What follows belongs to an exercise in optimizing a design on an open flow for small area, a short achievable clock period and few clock cycles; a production flow would make more cautious choices.
Only simulation tests tie the RTL to the original design; equivalence was not proved.
Power is estimated from default activity; no workload was simulated.

==> flow/design.v <==
module txq_arbiter (
    input  wire        clk,
    input  wire        rst,           
    input  wire        cmd_valid,
    output wire        cmd_ready,
    input  wire [1:0]  cmd_op,        
    input  wire [28:0] cmd_canid,     
    input  wire [5:0]  cmd_count,     
    input  wire [15:0] cmd_tag,       
    input  wire [7:0]  cmd_arg,       
    output reg         rsp_valid,
    output reg  [7:0]  rsp_status,
    output reg  [7:0]  rsp_handle,
    output reg  [28:0] rsp_canid,
    output reg  [15:0] rsp_tag,
    output reg  [7:0]  rsp_next,
    output reg  [5:0]  rsp_count,
    output reg  [5:0]  rsp_size
);
    localparam N = 32;
    localparam [1:0] OP_CONFIG = 2'd0;
    localparam [1:0] OP_PUSH   = 2'd1;
    localparam [1:0] OP_PEEK   = 2'd2;
    localparam [1:0] OP_POP    = 2'd3;
    localparam [7:0] ST_OK        = 8'h00;
    localparam [7:0] ST_INVALID   = 8'h10;
    localparam [7:0] ST_QUEUEFULL = 8'h20;
    localparam [7:0] NONE = 8'hFF;
    reg [5:0]   cap;
    reg [5:0]   size;
    reg [N-1:0] used;                 
    reg [28:0]  cid  [0:N-1];
    reg [15:0]  tg   [0:N-1];
    reg [4:0]   nx   [0:N-1];         
    reg [N-1:0] bef  [0:N-1];         
    reg         busy;                 
    reg [5:0]   krem;                 
    reg        v_q;
    reg [1:0]  op_q;
    reg [28:0] canid_q;
    reg [5:0]  count_q;
    reg [15:0] tag_q;
    reg [7:0]  arg_q;
    wire [5:0] k      = count_q;
    wire [6:0] size_k = {1'b0, size} + {1'b0, k};
    wire       fits   = k != 6'd0 && size_k <= {1'b0, cap};
    wire       exec   = v_q && !busy;
    wire       start  = exec && op_q == OP_PUSH && fits;
    assign cmd_ready = !busy;
    always @(posedge clk) begin
        if (rst)
            v_q <= 1'b0;
        else if (cmd_ready)
            v_q <= cmd_valid;
        if (cmd_ready) begin
            op_q    <= cmd_op;
            canid_q <= cmd_canid;
            count_q <= cmd_count;
            tag_q   <= cmd_tag;
            arg_q   <= cmd_arg;
        end
    end
    wire [N-1:0] free = ~used;
    reg [N-1:0] a1, a2, a3;
    always @(*) begin : c_pfx
        integer i, j, w;
        for (i = 0; i < N; i = i + 1) begin
            a1[i] = (i == 0) ? 1'b0 : free[i-1];
            a2[i] = 1'b0;
            a3[i] = 1'b0;
        end
        for (w = 1; w < N; w = w * 2)
            for (i = 0; i < N; i = i + 1)
                if ((i / w) % 2 == 1) begin
                    j = (i / w) * w - 1;
                    a3[i] = a3[i] | a3[j] | (a2[i] & a1[j]) | (a1[i] & a2[j]);
                    a2[i] = a2[i] | a2[j] | (a1[i] & a1[j]);
                    a1[i] = a1[i] | a1[j];
                end
    end
    wire [N-1:0] l0 = free & ~a1;
    wire [N-1:0] l1 = free & a1 & ~a2;
    wire [N-1:0] l2 = free & a2 & ~a3;
    reg  [4:0]   h0, h1, h2;
    always @(*) begin : c_enc
        integer i;
        h0 = 5'd0; h1 = 5'd0; h2 = 5'd0;
        for (i = 0; i < N; i = i + 1) begin
            h0 = h0 | ({5{l0[i]}} & i[4:0]);
            h1 = h1 | ({5{l1[i]}} & i[4:0]);
            h2 = h2 | ({5{l2[i]}} & i[4:0]);
        end
    end
    wire       batch = start || busy;
    wire [5:0] r     = busy ? krem : k;
    wire [N-1:0] take = l0 | (r >= 6'd2 ? l1 : {N{1'b0}});
    function automatic gt_f(input [28:0] a, input [28:0] b);
        reg [31:0] gg, pp;
        integer x, y;
        begin
            gg = 32'd0;
            pp = {32{1'b1}};
            for (x = 0; x < 29; x = x + 1) begin
                gg[x] = a[x] & ~b[x];
                pp[x] = a[x] | ~b[x];
            end
            for (y = 1; y < 32; y = y * 2)
                for (x = 0; x + y < 32; x = x + 2 * y) begin
                    gg[x] = gg[x+y] | (pp[x+y] & gg[x]);
                    pp[x] = pp[x+y] & pp[x];
                end
            gt_f = gg[0];
        end
    endfunction
    reg [N-1:0] gt;                   
    always @(*) begin : c_gt
        integer i;
        for (i = 0; i < N; i = i + 1)
            gt[i] = free[i] || gt_f(cid[i], canid_q);
    end
    reg [N-1:0] head;
    always @(*) begin : c_head
        integer i, j;
        for (i = 0; i < N; i = i + 1) begin
            head[i] = used[i];
            for (j = 0; j < N; j = j + 1)
                if (j < i && used[j] && bef[j][i])
                    head[i] = 1'b0;
                else if (j > i && used[j] && !bef[i][j])
                    head[i] = 1'b0;
        end
    end
    wire        arg_none = arg_q == NONE;
    wire        use_head = op_q == OP_PEEK || arg_none;
    reg [N-1:0] sel;
    reg [4:0]   sel_h, sel_nx;
    reg [28:0]  sel_id;
    reg [15:0]  sel_tag;
    always @(*) begin : c_sel
        integer i;
        sel_h = 5'd0; sel_nx = 5'd0; sel_id = 29'd0; sel_tag = 16'd0;
        for (i = 0; i < N; i = i + 1) begin
            sel[i]  = use_head ? head[i] : (used[i] && arg_q == i);
            sel_h   = sel_h   | ({5{sel[i]}}  & i[4:0]);
            sel_nx  = sel_nx  | ({5{sel[i]}}  & nx[i]);
            sel_id  = sel_id  | ({29{sel[i]}} & cid[i]);
            sel_tag = sel_tag | ({16{sel[i]}} & tg[i]);
        end
    end
    wire found  = |sel;
    wire pop_ok = exec && op_q == OP_POP && found;
    wire [N-1:0] fz = busy ? {N{1'b0}} : free;
    genvar g, h;
    generate
        for (g = 0; g < N; g = g + 1) begin : slot
            always @(posedge clk) begin
                if (fz[g]) begin
                    cid[g] <= canid_q;
                    tg[g]  <= tag_q;
                end
                if (free[g]) begin
                    if (!a1[g])
                        nx[g] <= r == 6'd1 ? g[4:0] : h1;
                    else
                        nx[g] <= r == 6'd2 ? g[4:0] : h2;
                end
            end
            for (h = g + 1; h < N; h = h + 1) begin : pair
                always @(posedge clk)
                    if (fz[g] || fz[h])
                        bef[g][h] <= fz[g] ? gt[h] : !gt[g];
            end
        end
    endgenerate
    always @(posedge clk) begin
        if (rst) begin
            used <= {N{1'b0}};
            busy <= 1'b0;
        end else begin
            if (batch)  used <= used | take;
            if (pop_ok) used <= used & ~sel;
            busy <= batch && r > 6'd2;
        end
        krem <= r - 6'd2;
    end
    always @(posedge clk) begin
        if (rst) begin
            cap       <= 6'd0;
            size      <= 6'd0;
            rsp_valid <= 1'b0;
        end else begin
            rsp_valid <= exec;
            if (exec && op_q == OP_CONFIG && arg_q <= N)
                cap <= arg_q[5:0];
            if (start)
                size <= size_k[5:0];
            else if (pop_ok)
                size <= size - 6'd1;
        end
        rsp_status <= ST_OK;
        case (op_q)
        OP_CONFIG: if (arg_q > N) rsp_status <= ST_INVALID;
        OP_PUSH:   if (k == 6'd0) rsp_status <= ST_INVALID;
                   else if (!fits) rsp_status <= ST_QUEUEFULL;
        OP_POP:    if (!found && !arg_none) rsp_status <= ST_INVALID;
        default:   ;
        endcase
        rsp_handle <= (op_q == OP_PUSH && fits) ? {3'b000, h0} :
                      (op_q[1] && found) ? {3'b000, sel_h} : NONE;
        rsp_canid  <= op_q[1] ? sel_id  : 29'd0;
        rsp_tag    <= op_q[1] ? sel_tag : 16'd0;
        rsp_next   <= (op_q[1] && found && sel_nx != sel_h) ? {3'b000, sel_nx} : NONE;
        rsp_count  <= (op_q == OP_PUSH && fits) ? k : 6'd0;
        rsp_size   <= start ? size_k[5:0] : pop_ok ? size - 6'd1 : size;
    end
endmodule
==> flow/run.sh <==
#!/bin/bash
# synth_recipe.tcl (not shown) runs the flow's synth.tcl, then flattens the netlist and writes it again
# the make line also repeats each setting of config.mk as NAME=value (left out here)
make -C /OpenROAD-flow-scripts/flow DESIGN_CONFIG=/design/flow/config.mk WORK_HOME=/design/flow/orfs CLKGATE_MAP_FILE= SYNTH_SCRIPT=/design/flow/synth_recipe.tcl finish
==> flow/config.mk <==
export PLATFORM = sky130hd
export DESIGN_NAME = txq_arbiter
export DESIGN_NICKNAME = txq_arbiter
export VERILOG_FILES = /design/flow/design.v
export SDC_FILE = /design/flow/constraint.sdc
export NUM_CORES = 4
export LEC_CHECK = 0
export CAP_MARGIN = 20
export CORE_MARGIN = 2
export CORE_UTILIZATION = 40
export SLEW_MARGIN = 20
==> flow/constraint.sdc <==
create_clock -name core_clock -period 8.0 [get_ports {clk}]
set_input_delay 1.6000 -clock core_clock [delete_from_list [all_inputs] [get_ports {clk}]]
set_output_delay 1.6000 -clock core_clock [all_outputs]
set_load 0.01 [all_outputs]
==> metrics.yaml, run 1 <==
critPathRequiredTime_ns: 8.78
post_cts_buffers: 0
num_rows: 194
dieHeight_um: 534
dp_hpwl_um: 460000
gp_congestion: 1.13
grt_max_degree: 68
yosysTopAreaCell: "edfxtp_1"
status: "no timing/DRC/antenna violations"
end_kind: "flip-flop"
start_kind: "flip-flop"
clk_pin_slew_worst_paths_ns: 0.07
htree_levels: 5
dr.first_iter.drc_count: 21528
io_buffers: 140
cap_violations: 0
slowest_delay_ns: 0.90
initial_core_util: 0.402
reg2reg_depth: 13
cts_tree: "done"
post_drt_via_cell_ratio: 7.48
syn_inst: 9797
leakage_nw: 42.3
powerDensity_mw_per_mm2: 233
fp.dieArea_mm2: 0.285
stdcell_area_mm2: 0.128
grt_pass1_wl_um: 893000
ant_nets: 0
areaGrowthSynthToFinish_pct: 14.3
synth.distinct_cells: 112
yosysWarnings: 5
fmax_ghz: 0.156
synth.avg_cell_area_um2: 11.5
synth_ff_type: "edfxtp_1"
first_pass_iters: 9
hold_viol_final: 0
io_pins: 147
relSlewSlack: 0.119
period_needed_ns: 6.42
slew_violations: 0
postCtsHoldBufs: 0
overflow: 0
crit_fanout: 20
cts_buffers: 270
cts.sinks: 2281
grt_pass1_vias: 94565
final_nets: 9892
post_drt_wl_per_cell_um: 49.5
rsz0062_at_grt: "no"
grt_usage: 0.465
vias: 103234
syn_area_mm2: 0.112
synth_most_common_cell: "edfxtp_1"
synth_enable_flop_cells: 2157
finalSetupViolations: 0
crit_path_top_delay_cell: "o2111ai_1"
die_width_um: 534
cp.arrival_ns: 7.21
routed_wirelength_um: 683000
path_class: "flip-flop to flip-flop"
whs_path_depth: 2
finalSetupTns_ns: 0
drive_gt1_frac: 0.117
cts_resized: 0
tightest_slew_ns: 1.32
synth_top_area_frac: 0.577
place_area_mm2: 0.119
clock_path_buffers: 4
skew_ns: 0.0753
ys_ff_latch: 2281
coreArea_mm2: 0.279
period_share: 0.803
yosysSeqAreaShare: 0.599
clockRootBuffer: "clkbuf_16"
crit_chain: "clkinv_1 > buf_4 > o2111ai_1 > nor4_2 > nand3_1 > nand2_4 > a2111oi_0 > nand3_1 > nor4_1 > buf_4 > xor2_1 > a41oi_2 > or3b_1"
peakVddDrop_mv: 0.174
synth_commonest_cells: "edfxtp_1, nand2_1, o21ai_0"
min_path_type: "flip-flop to flip-flop"
drc_errors: 0
async_flop_share: 0
synth.area.top_cells: "edfxtp_1, a22oi_1, nand2_1"
antenna_found_initial: 61
clk_latency_ns: 0.97
## stage by stage
stage	total power, mW	hold slack (ns)	setup WS (ns)	std cells	utilization
2_1_floorplan	15.7	0.454	2.66	9802	-
3_3_place_gp	17.2	0.483	0.299	13249	0.426
3_5_place_dp	17.2	0.497	2.06	13255	0.427
4_1_cts	29.6	0.512	2.01	13748	0.458
5_1_grt	30.3	0.548	1.75	13762	0.459
6_report	29.9	0.498	1.58	13796	0.459
## layout by cell type (no fill, tap or decap), types with 117 or more instances in the layout
cell and count:
o21ai_0 671, maj3_1 172, clkdlybuf4s50_1 139, o21bai_1 118
clkbuf_16 283, a21oi_1 391, nor2b_1 117, edfxtp_1 2157
nand2b_1 336, inv_1 258, a221oi_1 203, buf_4 440
nand3_1 205, nand4_1 174, a22o_1 195, a22oi_1 632
o2111ai_1 143, o22ai_1 234, nand2_1 956, nor2_1 317
## power breakdown
group          switching, mW  internal, mW
combinational           1.78         0.706
sequential             0.789          13.9
clock                   5.46          7.29
total                   8.03          21.9
## final cells by class
| cell class | instances | area [um^2] |
|---|---|---|
| antenna | 38 | 95.1 |
| clock buffer | 348 | 7430 |
| clock inverter | 145 | 1370 |
| fill | 25707 | 151000 |
| inverter | 319 | 1250 |
| multi-input combinational | 6339 | 41100 |
| sequential | 2281 | 67300 |
| tap | 3724 | 4660 |
| timing repair buffer | 602 | 5070 |
## cells by family (layout without fill, tap and decap cells)
kind of cell	after synthesis	count (layout)	synth area share
XOR/XNOR	30	30	0.00241
flip-flops	2281	2281	0.599
buffers and inverters	1182	1414	0.0421
AND/OR/NAND/NOR	2623	2623	0.116
adder cells (fa/ha/maj)	213	213	0.0197
multiplexers	108	108	0.00969
AO/OA/AOI/OAI	3359	3359	0.211
other	1	44	0.0000334
## per-layer routing
layer | part of all wire | vias to the layer above | global-route usage
li1 | - | 38471 | -
met1 | 0.34 | 51107 | 0.560
met2 | 0.41 | 10712 | 0.662
met3 | 0.14 | 2928 | 0.152
met4 | 0.11 | 16 | 0.412
met5 | 0.00016 | - | 0
## final timing paths
path | startpoint | to | slack, ns
min | cap[3] | cap[3] | 0.50
max | used[27] | rsp_next[4] | 1.58
max reg2reg | used[27] | rsp_next[4] | 1.58
min reg2reg | cap[3] | cap[3] | 0.50
## registers in the layout, summed over array words and instances (netlist names)
register,count
arg_q,8
bef,496
busy,1
canid_q,29
cap,6
cid,928
count_q,6
krem,6
nx,160
op_q,2
rsp_canid,29
rsp_count,6
rsp_handle,6
rsp_next,6
rsp_size,6
rsp_status,2
rsp_tag,16
rsp_valid,1
size,6
tag_q,16
tg,512
used,32
v_q,1
## critical path, delay by kind of cell, from the launching register on
family | cells | cell delay (ns)
XOR/XNOR | 1 | 0.09
buffers and inverters | 3 | 0.80
AND/OR/NAND/NOR | 6 | 2.54
flip-flops | 1 | 0.65
AO/OA/AOI/OAI | 3 | 2.10
Testbench counts, summed over its fixed seeds: cycles 33,593.
==> run 2, diff against run 1 <==
--- a/flow/design.v
+++ b/flow/design.v
@@ -26,13 +26,14 @@
     localparam [7:0] ST_INVALID   = 8'h10;
     localparam [7:0] ST_QUEUEFULL = 8'h20;
     localparam [7:0] NONE = 8'hFF;
-    reg [5:0]   cap;
     reg [5:0]   size;
+    reg [6:0]   room;                 
     reg [N-1:0] used;                 
     reg [28:0]  cid  [0:N-1];
     reg [15:0]  tg   [0:N-1];
     reg [4:0]   nx   [0:N-1];         
     reg [N-1:0] bef  [0:N-1];         
+    reg [N-1:0] head;                 
     reg         busy;                 
     reg [5:0]   krem;                 
     reg        v_q;
@@ -41,9 +42,27 @@
     reg [5:0]  count_q;
     reg [15:0] tag_q;
     reg [7:0]  arg_q;
+    function automatic le6_f(input [5:0] a, input [5:0] b);
+        reg [7:0] gg, pp;
+        integer x, y;
+        begin
+            gg = 8'd0;
+            pp = 8'hFF;
+            for (x = 0; x < 6; x = x + 1) begin
+                gg[x] = a[x] & ~b[x];
+                pp[x] = a[x] | ~b[x];
+            end
+            for (y = 1; y < 8; y = y * 2)
+                for (x = 0; x + y < 8; x = x + 2 * y) begin
+                    gg[x] = gg[x+y] | (pp[x+y] & gg[x]);
+                    pp[x] = pp[x+y] & pp[x];
+                end
+            le6_f = ~gg[0];
+        end
+    endfunction
     wire [5:0] k      = count_q;
     wire [6:0] size_k = {1'b0, size} + {1'b0, k};
-    wire       fits   = k != 6'd0 && size_k <= {1'b0, cap};
+    wire       fits   = k != 6'd0 && !room[6] && le6_f(k, room[5:0]);
     wire       exec   = v_q && !busy;
     wire       start  = exec && op_q == OP_PUSH && fits;
     assign cmd_ready = !busy;
@@ -118,18 +137,20 @@
         for (i = 0; i < N; i = i + 1)
             gt[i] = free[i] || gt_f(cid[i], canid_q);
     end
-    reg [N-1:0] head;
-    always @(*) begin : c_head
+    wire [N-1:0] rest = used & ~head;
+    reg  [N-1:0] second;
+    always @(*) begin : c_second
         integer i, j;
         for (i = 0; i < N; i = i + 1) begin
-            head[i] = used[i];
+            second[i] = rest[i];
             for (j = 0; j < N; j = j + 1)
-                if (j < i && used[j] && bef[j][i])
-                    head[i] = 1'b0;
-                else if (j > i && used[j] && !bef[i][j])
-                    head[i] = 1'b0;
-        end
-    end
+                if (j < i && rest[j] && bef[j][i])
+                    second[i] = 1'b0;
+                else if (j > i && rest[j] && !bef[i][j])
+                    second[i] = 1'b0;
+        end
+    end
+    wire nole = &gt;
     wire        arg_none = arg_q == NONE;
     wire        use_head = op_q == OP_PEEK || arg_none;
     reg [N-1:0] sel;
@@ -149,6 +170,7 @@
     end
     wire found  = |sel;
     wire pop_ok = exec && op_q == OP_POP && found;
+    wire pop_head = pop_ok && |(sel & head);
     wire [N-1:0] fz = busy ? {N{1'b0}} : free;
     genvar g, h;
     generate
@@ -175,8 +197,11 @@
     always @(posedge clk) begin
         if (rst) begin
             used <= {N{1'b0}};
+            head <= {N{1'b0}};
             busy <= 1'b0;
         end else begin
+            if (start && nole) head <= l0;
+            if (pop_head)      head <= second;
             if (batch)  used <= used | take;
             if (pop_ok) used <= used & ~sel;
             busy <= batch && r > 6'd2;
@@ -185,17 +210,20 @@
     end
     always @(posedge clk) begin
         if (rst) begin
-            cap       <= 6'd0;
+            room      <= 7'd0;
             size      <= 6'd0;
             rsp_valid <= 1'b0;
         end else begin
             rsp_valid <= exec;
             if (exec && op_q == OP_CONFIG && arg_q <= N)
-                cap <= arg_q[5:0];
-            if (start)
+                room <= {1'b0, arg_q[5:0]} - {1'b0, size};
+            if (start) begin
                 size <= size_k[5:0];
-            else if (pop_ok)
+                room <= room - {1'b0, k};
+            end else if (pop_ok) begin
                 size <= size - 6'd1;
+                room <= room + 7'd1;
+            end
         end
         rsp_status <= ST_OK;
         case (op_q)
--- a/flow/config.mk
+++ b/flow/config.mk
@@ -8,4 +8,5 @@
 export CAP_MARGIN = 20
 export CORE_MARGIN = 2
 export CORE_UTILIZATION = 40
+export SETUP_SLACK_MARGIN = 3.0
 export SLEW_MARGIN = 20
==> run 2 against run 1 <==
Against the previous run: cell count up 1.2%; flip-flop and latch count increased by 33; non-clock buffer count rose by 2; global-route usage is 4.6 points lower; sequential share of layout area grew 0.26 points; via count decreased by 0.57%; hold slack barely moved; clock skew fell by 0.0011 ns; synthesized cell count grew 1.8%; final area up 0.44%; synthesized area shrank 0.15%; die area decreased by 0.15%; critical endpoint is now head[10]; largest cell class unchanged.
==> metrics.yaml, run 2 <==
leakage_nw: 42.8  # +1.1%
slowest_delay_ns: 1.05  # +0.15 ns
grt_usage: 0.418  # -0.0462
routed_wirelength_um: 621000  # -9.1%
syn_area_mm2: 0.112  # -0.15%
synth.avg_cell_area_um2: 11.2  # -1.9%
grt_pass1_vias: 93734  # -0.88%
ant_nets: 0  # unchanged
clockRootBuffer: "clkbuf_16"
reg.largest.list: "cid (928), tg (512), bef (496)"
antenna_found_initial: 50  # -18%
cts.sinks: 2314  # +1.4%
ys_ff_latch: 2314  # +1.4%
stdcell_area_mm2: 0.129  # +0.44%
vias: 102649  # -0.57%
coreArea_mm2: 0.279  # about the same
fp.dieArea_mm2: 0.284  # -0.15%
gp_congestion: 1.08  # -4.1%
async_flop_share: 0  # unchanged
dp_hpwl_um: 405000  # -12%
cap_violations: 0  # unchanged
synth.area.top_cells: "edfxtp_1, a22oi_1, nand2_1"
final_cell_mix: "edfxtp_1, nand2_1, o21ai_0"
clk_pin_slew_worst_paths_ns: 0.07  # about the same
synth_top_area_frac: 0.578  # +0.000877
io_pins: 147  # unchanged
powerDensity_mw_per_mm2: 219  # -6.2%
cts_tree: "done"
synth.distinct_cells: 104  # -7.1%
io_buffers: 140  # unchanged
cp.buffers_inverters: 5  # +2
finalSetupViolations: 0  # unchanged
path_class: "flip-flop to flip-flop"
hold_viol_final: 0  # unchanged
min_path_type: "flip-flop to flip-flop"
grt_pass1_wl_um: 824000  # -7.7%
clk_latency_ns: 0.97  # about the same
crit_fanout: 51  # +160%
areaGrowthSynthToFinish_pct: 15.0
reg2reg_slack_ns: 2.74  # +1.16 ns
die_width_um: 533  # about the same
cts_buffers: 270  # unchanged
skew_ns: 0.0742  # -0.00107 ns
finalSetupTns_ns: 0  # unchanged
crit_path_top_delay_cell: "a2111oi_4"
crit_path_frequent_cell: "buf_12"
critPathRequiredTime_ns: 8.78  # about the same
postCtsHoldBufs: 0  # unchanged
start_kind: "flip-flop"
final_common_cell: "edfxtp_1"
synth_commonest_cells: "edfxtp_1, nand2_1, o21ai_0"
overflow: 0  # unchanged
first_pass_iters: 10  # +1
fillerInstances: 25317  # -1.5%
initial_core_util: 0.402  # about the same
synth_ff_type: "edfxtp_1"
clock_path_buffers: 4  # unchanged
top_register: "cid"
relSlewSlack: 0.116  # -0.00227
end_kind: "flip-flop"
grt_max_degree: 61  # -10%
yosysSeqAreaShare: 0.606  # +0.00681
post_drt_via_cell_ratio: 7.35  # -1.7%
crit_chain: "buf_12 > a222oi_1 > buf_4 > o31ai_4 > a2111oi_4 > o211ai_1 > o2111ai_4 > buf_12 > nor3b_2 > nand3_2 > buf_4 > nor4_4 > buf_12 > nand2_8 > mux2i_1"
largest_reg_flops: 928  # unchanged
post_drt_wl_per_cell_um: 44.5  # -10%
place_area_mm2: 0.118  # -0.65%
period_share: 0.658  # -0.145
cp.arrival_ns: 6.04  # -1.17 ns
peakVddDrop_mv: 0.208  # +19%
tightest_slew_ns: 1.31  # -0.00870 ns
rsz0062_at_grt: "yes"
drc_errors: 0  # unchanged
slew_violations: 0  # unchanged
status: "no timing/DRC/antenna violations"
yosysTopAreaCell: "edfxtp_1"
dr.first_iter.drc_count: 21795  # +1.2%
final_nets: 10074  # +1.8%
fmax_ghz: 0.190  # +22%
period_needed_ns: 5.26  # -1.16 ns
drive_gt1_frac: 0.116  # -0.00188
dieHeight_um: 533  # about the same
synth_enable_flop_cells: 2157  # unchanged
htree_levels: 5  # unchanged
critPathTopFamily: "compound AO/OA/AOI/OAI gates"
syn_inst: 9971  # +1.8%
synth_most_common_cell: "edfxtp_1"
num_rows: 194  # unchanged
seqCellArea_mm2: 0.0679  # +0.94%
multi_input_area_mm2: 0.0407  # -0.99%
yosysWarnings: 5  # unchanged
run 2: cell types whose count changed after synthesis, moves of 46 or more:
cell | previous run | this run
a21oi_1 | 393 | 604
a222oi_1 | 46 | 165
a22oi_1 | 632 | 564
clkbuf_1 | 572 | 625
maj3_1 | 172 | 97
nand2_1 | 995 | 1082
nand2b_1 | 338 | 134
nor2_1 | 322 | 466
nor3_1 | 126 | 172
o2111ai_1 | 144 | 37
o22ai_1 | 235 | 364
run 2: worst reg2reg max path: cells and delay by family (launching register included):
kind	cells	cell delay, ns
simple gates	4	0.81
buf+inv	5	1.14
flops	1	0.46
compound gates	5	2.50
mux	1	0.19
run 2: kinds of logic after synthesis:
logic type      Yosys count  share of synthesized area
compound gates         3637                      0.222
xor+xnor                 41                    0.00321
fa+ha+maj               126                     0.0121
buf+inv                1232                     0.0433
flops                  2314                      0.606
mux                      74                    0.00670
other cells               1                  0.0000335
simple gates           2546                      0.106
run 2: routing by layer:
layer  routed length [um]  global-route usage  vias to the layer above
li1                     -                   -                    39253
met1               219000               0.534                    50732
met2               254000               0.594                    10220
met3                89000               0.130                     2424
met4                58700               0.312                       20
met5                  198                   0                        -
run 2: final timing paths:
check,start,to,depth (start not counted)
worst min-delay path,v_q,v_q,2
worst min register to register,v_q,v_q,2
worst max-delay path,canid_q[15],head[10],15
worst max register to register,canid_q[15],head[10],15
run 2: report_power, final:
group	leakage [nW]	internal [mW]	switching, mW
Sequential	22.9	13.6	0.435
Combinational	15.6	0.453	1.01
Clock	4.29	7.19	5.48
Total	42.8	21.3	6.92
run 2: area by class of cell:
cell class,count,share of cell area
Timing Repair Buffer,604,0.0402
Clock inverter,147,0.0120
Timing Repair inverter,1,0.0000389
Inverter,358,0.0113
Sequential cell,2314,0.527
Tap cell,3724,0.0362
Multi-Input combinational cell,6433,0.316
Clock buffer,340,0.0563
Antenna cell,41,0.000796
run 2: what timing repair did:
action / 4_1_cts / 5_1_grt
gates resized for setup: 99 / 109
buffers inserted: 39 / 34
pin swaps: 10 / 21
gates cloned: 1 / 4
endpoints found under the setup margin: 295 / 168
run 2: through the flow:
stage | power, mW | util | std cells | hold WS [ns] | worst slack, ns
CTS | 28.0 | 0.458 | 13879 | 0.503 | 3.00
global placement | 15.6 | 0.424 | 13349 | 0.477 | 0.913
finish | 28.2 | 0.462 | 13962 | 0.498 | 2.74
floorplan | 14.8 | - | 9976 | 0.448 | 3.69
global route | 28.7 | 0.462 | 13926 | 0.551 | 2.91
detailed placement | 15.6 | 0.424 | 13352 | 0.486 | 1.91
Testbench counts of run 2, summed over its fixed seeds: cycles 33,593.
==> run 3, diff against run 2 <==
--- a/flow/config.mk
+++ b/flow/config.mk
@@ -8,5 +8,5 @@
 export CAP_MARGIN = 20
 export CORE_MARGIN = 2
 export CORE_UTILIZATION = 40
-export SETUP_SLACK_MARGIN = 3.0
+export SETUP_SLACK_MARGIN = 3.75
 export SLEW_MARGIN = 20
==> run 3 against run 2 <==
Against the previous run: combinational power is 11% higher; sequential power is essentially flat; critical path type unchanged; final area rose by 2.6%; still clean; first-iteration DRC count rose by 3.1%; maximum frequency up 18%; cell count grew 0.81%; worst setup slack better by 0.79 ns; highest routed layer unchanged; wire length up 2.4%.
==> metrics.yaml, run 3 <==
end_kind: "flip-flop"
grt_max_degree: 61  # unchanged
clockRootBuffer: "clkbuf_16"
period_share: 0.559  # -0.0989
grt_pass1_wl_um: 840000  # +1.9%
synth.distinct_cells: 104  # unchanged
place_area_mm2: 0.118  # about the same
clk_pin_slew_worst_paths_ns: 0.07  # about the same
stdcell_area_mm2: 0.132  # +2.6%
reg.largest.list: "cid (928), tg (512), bef (496)"
ant_nets: 0  # unchanged
coreArea_mm2: 0.279  # unchanged
yosysSeqAreaShare: 0.606  # unchanged
slew_violations: 0  # unchanged
synth_enable_flop_cells: 2157  # unchanged
yosysWarnings: 5  # unchanged
grt_pass1_vias: 94417  # +0.73%
synth_ff_type: "edfxtp_1"
areaGrowthSynthToFinish_pct: 18.0
cp.arrival_ns: 5.34  # -0.70 ns
die_width_um: 533  # unchanged
synth_top_family_by_area: "compound AO/OA/AOI/OAI gates"
routed_wirelength_um: 636000  # +2.4%
io_buffers: 140  # unchanged
fp.dieArea_mm2: 0.284  # unchanged
synth_most_common_cell: "edfxtp_1"
cts_tree: "done"
slowest_delay_ns: 0.92  # -0.13 ns
min_path_type: "flip-flop to flip-flop"
critPathRequiredTime_ns: 8.87  # +0.09 ns
crit_fanout: 32  # -37%
rsz0062_at_grt: "yes"
grt_usage: 0.429  # +0.0102
synth_fa_ha_area_frac: 0.0121  # unchanged
cp.buffers_inverters: 1  # -4
post_drt_wl_per_cell_um: 45.2  # +1.6%
final_common_cell: "edfxtp_1"
synth.avg_cell_area_um2: 11.2  # unchanged
overflow: 0  # unchanged
clk_latency_ns: 0.96  # about the same
antenna_found_initial: 59  # +18%
gp_congestion: 1.06  # -1.6%
tightest_slew_ns: 1.34  # +0.0232 ns
path_class: "flip-flop to flip-flop"
finalSetupTns_ns: 0  # unchanged
ys_ff_latch: 2314  # unchanged
peakVddDrop_mv: 0.216  # +4.1%
drc_errors: 0  # unchanged
synth_compound_area_frac: 0.222  # unchanged
fillerInstances: 25190  # -0.50%
seqCellArea_mm2: 0.0679  # about the same
io_pins: 147  # unchanged
dieHeight_um: 533  # unchanged
syn_inst: 9971  # unchanged
vias: 103948  # +1.3%
synth_xor_area_frac: 0.00321  # unchanged
first_pass_iters: 13  # +3
multi_input_area_mm2: 0.0421  # +3.4%
dr.first_iter.drc_count: 22473  # +3.1%
cap_violations: 0  # unchanged
syn_area_mm2: 0.112  # unchanged
critPathTopFamily: "simple AND/OR/NAND/NOR gates"
finalSetupViolations: 0  # unchanged
fmax_ghz: 0.224  # +18%
top_register: "cid"
postCtsHoldBufs: 0  # unchanged
crit_path_top_delay_cell: "dfxtp_1"
dp_hpwl_um: 404000  # about the same
synth.area.top_cells: "edfxtp_1, a22oi_1, nand2_1"
yosysTopAreaCell: "edfxtp_1"
async_flop_share: 0  # unchanged
initial_core_util: 0.402  # unchanged
clock_path_buffers: 4  # unchanged
powerDensity_mw_per_mm2: 213  # -2.7%
cts_buffers: 268  # -0.74%
largest_reg_flops: 928  # unchanged
synth_top_area_frac: 0.578  # unchanged
status: "no timing/DRC/antenna violations"
cts.sinks: 2314  # unchanged
leakage_nw: 44.2  # +3.1%
start_kind: "flip-flop"
htree_levels: 5  # unchanged
period_needed_ns: 4.47  # -0.791 ns
skew_ns: 0.0713  # -0.00289 ns
relSlewSlack: 0.109  # -0.00740
drive_gt1_frac: 0.144  # +0.0280
synth_commonest_cells: "edfxtp_1, nand2_1, o21ai_0"
hold_viol_final: 0  # unchanged
post_drt_via_cell_ratio: 7.39  # +0.45%
final_nets: 10207  # +1.3%
final_cell_mix: "edfxtp_1, nand2_1, o21ai_0"
muxShareOfSynthArea: 0.00670  # unchanged
synth-simple-area-share: 0.106  # unchanged
num_rows: 194  # unchanged
crit_chain: "nand2b_1 > buf_4 > o21ai_0 > a221oi_1 > nand4_1 > nor4_1 > a21oi_1 > o211ai_1"
==> run 3: final timing paths <==
path             from       end  slack (ns)  cells after the start
max reg2reg  head[31]  head[27]        3.53                      8
max          head[31]  head[27]        3.53                      8
min reg2reg       v_q       v_q        0.50                      2
min               v_q       v_q        0.50                      2
==> run 3: final cells by class <==
cell class | count | area share
Tap cell | 3724 | 0.0352
Sequential cell | 2314 | 0.514
Inverter | 358 | 0.0115
Multi-Input combinational cell | 6440 | 0.318
Timing Repair Buffer | 730 | 0.0553
Clock buffer | 342 | 0.0550
Clock inverter | 132 | 0.0100
Timing Repair inverter | 3 | 0.000142
Antenna cell | 32 | 0.000606
==> run 3: timing repair <==
item,in CTS,in global routing
gates resized for setup,426,215
setup endpoints to repair,859,367
pin swaps,55,55
cloned,19,16
setup buffers,115,67
==> run 3: kinds of logic after synthesis <==
family          count (synthesis)
compound gates               3637
flops                        2314
other cells                     1
buf+inv                      1232
fa+ha+maj                     126
xor+xnor                       41
mux                            74
simple gates                 2546
==> run 3: through the flow <==
stage	hold WS, ns	instances	util	worst slack (ns)	total power [mW]
final	0.497	14075	0.474	3.53	28.1
after global routing	0.533	14047	0.474	3.61	28.6
after CTS	0.499	13955	0.467	3.71	27.9
after detailed placement	0.484	13347	0.425	1.11	15.6
after global placement	0.473	13344	0.424	1.18	15.6
after floorplan	0.448	9976	-	3.90	14.8
==> run 3: where the power goes <==
group	leakage [nW]	switching, mW	total, mW	internal [mW]
combinational	17.0	1.08	1.62	0.539
sequential	23.0	0.428	14.1	13.6
clock	4.18	5.46	12.5	7.00
==> run 3: worst min-delay path: stages, from the launching register on <==
cell	delay [ns]
dfxtp_1	0.33
mux2i_1	0.07
nor2_1	0.07
==> run 3: layer usage <==
layer  vias up  part of all wire  wire (um)  GRT usage
met5         -           0.00071        449          0
met4        42             0.097      61500      0.330
met3      2522              0.15      94300      0.147
met2     10382              0.41     259000      0.603
met1     51438              0.35     220000      0.539
li1      39564                 -          -          -

[re-timing with driven ports]
In the flow no input, the clock included, has a driving cell. The finished layouts below were timed again as built, in two steps. Step 1, drivers: a clkbuf_16 drives clk and a buf_2 each remaining input, both assumed. Step 2, shift: input delay + t, output delay - t, t = (earliest + latest rising clock arrival at the registers) / 2. This alone moves slack from input paths to output paths. Slacks: ideal ports / drivers / drivers and shift; pairs: ideal ports / drivers.
run | t (ns) | setup WS [ns] | worst slew at a driven data input, ns | cell pins on the clock port's net
run 1 | 1.038 | 1.576 / 1.576 / 1.576 | 0.07 | 1
run 2 | 1.037 | 2.739 / 2.739 / 2.739 | 0.07 | 1
run 3 | 1.026 | 3.530 / 3.530 / 3.530 | 0.11 | 1
After both steps setup and hold are still met in every run listed.
